What follows belongs to an exercise in optimizing a design on an open flow for small area; a production flow would make more cautious choices. Only simulation tests tie the RTL to the original design; equivalence was not proved. Power figures rest on the tool's default switching activity, not on a simulated workload.

the baseline:
==> module pwm_ppm_core, before the edit <==
module pwm_ppm_core (
    input  wire        clk,
    input  wire        rst,           
    input  wire        cmd_valid,
    input  wire [31:0] cmd,
    output wire        rsp_valid,
    output wire [31:0] rsp,
    input  wire        pwm_tick,
    output wire [15:0] pwm_out,
    input  wire        ppm_tick,
    input  wire [15:0] ppm_sample
);
    wire [3:0]  op  = cmd[31:28];
    wire [3:0]  rsv = cmd[27:24];
    wire [7:0]  ch  = cmd[23:16];
    wire [15:0] val = cmd[15:0];
    wire rsv0    = (rsv == 4'd0);
    wire is_setw = (op == 4'h1) && rsv0;
    wire is_getw = (op == 4'h2) && rsv0 && (val == 16'd0);
    wire is_init = (op == 4'h3) && rsv0 && (ch == 8'd0) && (val == 16'd0);
    wire ch_ok   = (ch[7:4] == 4'd0);
    wire illegal = !(is_setw || is_getw || is_init);
    reg         armed;
    reg         started;
    reg  [9:0]  m;
    reg  [9:0]  cw [0:15];
    reg  [9:0]  lw [0:15];
    reg  [16:0] b  [0:15];
    reg  [15:0] d  [0:15];
    reg  [15:0] dv;
    reg         rsp_valid_q;
    reg         rsp_st1_q;
    reg         rsp_st2_q;
    reg  [15:0] rsp_data_q;
    wire [15:0] sel = 16'd1 << ch[3:0];
    wire [3:0] s_lo = 4'd1 << ch[1:0];
    wire [3:0] s_hi = 4'd1 << ch[3:2];
    reg  [16:0] grp [0:3];
    reg  [16:0] rd;
    integer     r, q;
    always @(*) begin
        for (q = 0; q < 4; q = q + 1) begin
            grp[q] = 17'd0;
            for (r = 0; r < 4; r = r + 1)
                grp[q] = grp[q] | ({dv[4*q+r], d[4*q+r]} & {17{s_lo[r]}});
        end
        rd = 17'd0;
        for (q = 0; q < 4; q = q + 1)
            if (ch[3:2] == q) rd = grp[q];
    end
    wire [15:0] rd_d = rd[15:0];
    wire        rd_v = rd[16];
    always @(posedge clk) begin
        rsp_valid_q <= cmd_valid && !rst;
        rsp_st2_q   <= illegal;
        rsp_st1_q   <= !illegal && !is_init && !ch_ok;
        rsp_data_q  <= (is_getw && ch_ok && rd_v) ? rd_d + 16'd1 : 16'd0;
    end
    assign rsp_valid = rsp_valid_q;
    assign rsp       = {2'b00, rsp_st2_q, rsp_st1_q, 12'd0, rsp_data_q};
    wire do_init = cmd_valid && is_init;
    always @(posedge clk) begin
        if (rst)
            armed <= 1'b0;
        else if (do_init)
            armed <= 1'b1;
    end
    wire pwm_act  = pwm_tick && armed;
    wire boundary = !started || (&m[9:5] && m[2] && m[1] && !m[0]);
    always @(posedge clk) begin
        if (rst) begin
            started <= 1'b0;
            m       <= 10'h3FF;
        end else if (pwm_act) begin
            started <= 1'b1;
            m       <= boundary ? 10'h3FF : m + 10'd1;
        end
    end
    wire [9:0] clamped = val[15] ? 10'd0 :
                         (val[14:0] > 15'd999) ? 10'd999 : val[9:0];
    wire       do_setw = cmd_valid && is_setw && ch_ok;
    wire [9:0] cw_data = rst ? 10'd0 : clamped;
    genvar gp, gq;
    generate
        for (gp = 0; gp < 16; gp = gp + 1) begin : g_pwm
            always @(posedge clk) begin
                if (rst || (do_setw && sel[gp]))
                    cw[gp] <= cw_data;
                if (pwm_act && boundary)
                    lw[gp] <= cw[gp];
            end
            wire [10:0] gt;
            assign gt[0] = 1'b0;
            for (gq = 0; gq < 10; gq = gq + 1) begin : g_cmp
                assign gt[gq+1] = m[gq] ? (lw[gp][gq] && gt[gq])
                                        : (lw[gp][gq] || gt[gq]);
            end
            assign pwm_out[gp] = gt[10];
        end
    endgenerate
    wire ppm_act = ppm_tick && armed;
    localparam [16:0] B_CLR = 17'h1FF9B;    
    genvar gi, gb;
    generate
        for (gi = 0; gi < 16; gi = gi + 1) begin : g_ppm
            wire        sat = !b[gi][16] && (&b[gi][15:1]);
            wire        clr = rst || (ppm_act && !ppm_sample[gi]);
            wire [17:0] c;
            assign c[0] = ppm_act && ppm_sample[gi] && !sat;
            for (gb = 0; gb < 17; gb = gb + 1) begin : g_bit
                assign c[gb+1] = c[gb] && b[gi][gb];
                always @(posedge clk)
                    b[gi][gb] <= clr ? B_CLR[gb] : (b[gi][gb] ^ c[gb]);
            end
            always @(posedge clk) begin
                if (rst)
                    dv[gi] <= 1'b0;
                else if (ppm_act && !ppm_sample[gi] && !b[gi][16])
                    dv[gi] <= 1'b1;
                if (ppm_act && !ppm_sample[gi] && !b[gi][16])
                    d[gi] <= b[gi][15:0];
            end
        end
    endgenerate
endmodule
export LEC_CHECK = 0
export CAP_MARGIN = 20
export CORE_MARGIN = 2
export CORE_UTILIZATION = 65
export SLEW_MARGIN = 20
create_clock -name core_clock -period 10.0 [get_ports {clk}]
standard.sh (not shown) runs the stock make flow with config.mk's settings and CLKGATE_MAP_FILE= SYNTH_SCRIPT=/design/flow/synth_recipe.tcl, a recipe that flattens the netlist after the stock synthesis.
==> flow/flow/run.sh <==
#!/bin/bash
# Layout flow: the standard ORFS flow (standard.sh, standard synthesis
# unchanged) with two changes to how the layout is built:
#  - every input and output port is buffered with sky130_fd_sc_hd__buf_1
#    (the resizer may still upsize it) instead of the default buffer choice;
#  - clock tree synthesis clusters up to 30 sinks within 80 um per buffer and
#    inserts no dummy loads.
# The full make output goes to make.log in the work folder; ORFS keeps each
# step's own log under orfs/logs/.
set -euo pipefail
cd "$(dirname "$0")/.."
export BUFFER_PORTS_ARGS="-buffer_cell sky130_fd_sc_hd__buf_1"
export CTS_ARGS="-sink_clustering_enable -repair_clock_nets -sink_clustering_size 30 -sink_clustering_max_diameter 80 -dont_use_dummy_load"
bash standard.sh > make.log 2>&1
Changes in the candidate relative to the baseline:
--- a/flow/design.v
+++ b/flow/design.v
@@ -32,23 +32,16 @@
     reg         rsp_st1_q;
     reg         rsp_st2_q;
     reg  [15:0] rsp_data_q;
     wire [15:0] sel = 16'd1 << ch[3:0];
-    wire [3:0] s_lo = 4'd1 << ch[1:0];
-    wire [3:0] s_hi = 4'd1 << ch[3:2];
-    reg  [16:0] grp [0:3];
-    reg  [16:0] rd;
-    integer     r, q;
-    always @(*) begin
-        for (q = 0; q < 4; q = q + 1) begin
-            grp[q] = 17'd0;
-            for (r = 0; r < 4; r = r + 1)
-                grp[q] = grp[q] | ({dv[4*q+r], d[4*q+r]} & {17{s_lo[r]}});
+    wire [16:0] rd_x [0:15];
+    genvar gr;
+    generate
+        for (gr = 0; gr < 16; gr = gr + 1) begin : g_rd
+            assign rd_x[gr] = {dv[gr], d[gr]};
         end
-        rd = 17'd0;
-        for (q = 0; q < 4; q = q + 1)
-            if (ch[3:2] == q) rd = grp[q];
-    end
+    endgenerate
+    wire [16:0] rd = rd_x[ch[3:0]];
     wire [15:0] rd_d = rd[15:0];
     wire        rd_v = rd[16];
     always @(posedge clk) begin
         rsp_valid_q <= cmd_valid && !rst;
@@ -116,9 +109,9 @@
                 if (rst)
                     dv[gi] <= 1'b0;
                 else if (ppm_act && !ppm_sample[gi] && !b[gi][16])
                     dv[gi] <= 1'b1;
-                if (ppm_act && !ppm_sample[gi] && !b[gi][16])
+                if (!rst && ppm_act && !ppm_sample[gi] && !b[gi][16])
                     d[gi] <= b[gi][15:0];
             end
         end
     endgenerate
## What came out
Arrival time of data at the critical path endpoint, the baseline and the candidate: larger value in the baseline
The baseline reports its classification of the worst setup path as input pin to register while the candidate reports register to output port.
For clock network power, the candidate and the baseline come out practically identical.
Diff the baseline -> the candidate | internal cell power | increase of 0.34%
Compare the baseline and the candidate | final cell count lower: the baseline
Against the baseline as the reference, the candidate delivers a higher routability congestion estimate from global placement.
Sort the baseline and the candidate by mux contribution to synthesized area asc -> top: the candidate
Lower synthesized cell count goes to the baseline over the candidate.
The candidate against the baseline: final hold slack has decreased, cell area after synthesis has increased, growth of design area from synthesis to finish has increased, number of cells after detailed placement has increased.

afterwards: timing with drivers on the ports:
No port has a modelled driver above. Below, the same layouts with a new extraction and two added sets of constraints.
Step 1: set_driving_cell puts a clkbuf_16 on clk and a buf_2 on each other input, an assumption about the parent block.
Step 2 moves the port delays by t, midway between the first and last clock arrival at a register: inputs arrive t later, outputs are due t later. That takes back most of the time a late clock gives input paths.
Slacks: ideal ports / drivers / drivers and shift; pairs: ideal ports / drivers.
run	t (ns)	setup slack, ns	worst setup path after step 2	clock arrival spread, ns	worst register clock-pin slew, ns
the baseline	0.633	3.739 / 3.774 / 3.141	input to register	0.047 / 0.047	0.11 / 0.11
the candidate	0.643	4.036 / 3.972 / 3.681	input to register	0.063 / 0.062	0.11 / 0.11
After both steps setup and hold are still met in every run listed. For the baseline, which loses most, drivers alone change the setup slack by +0.035 ns; drivers and shift together by -0.598 ns.
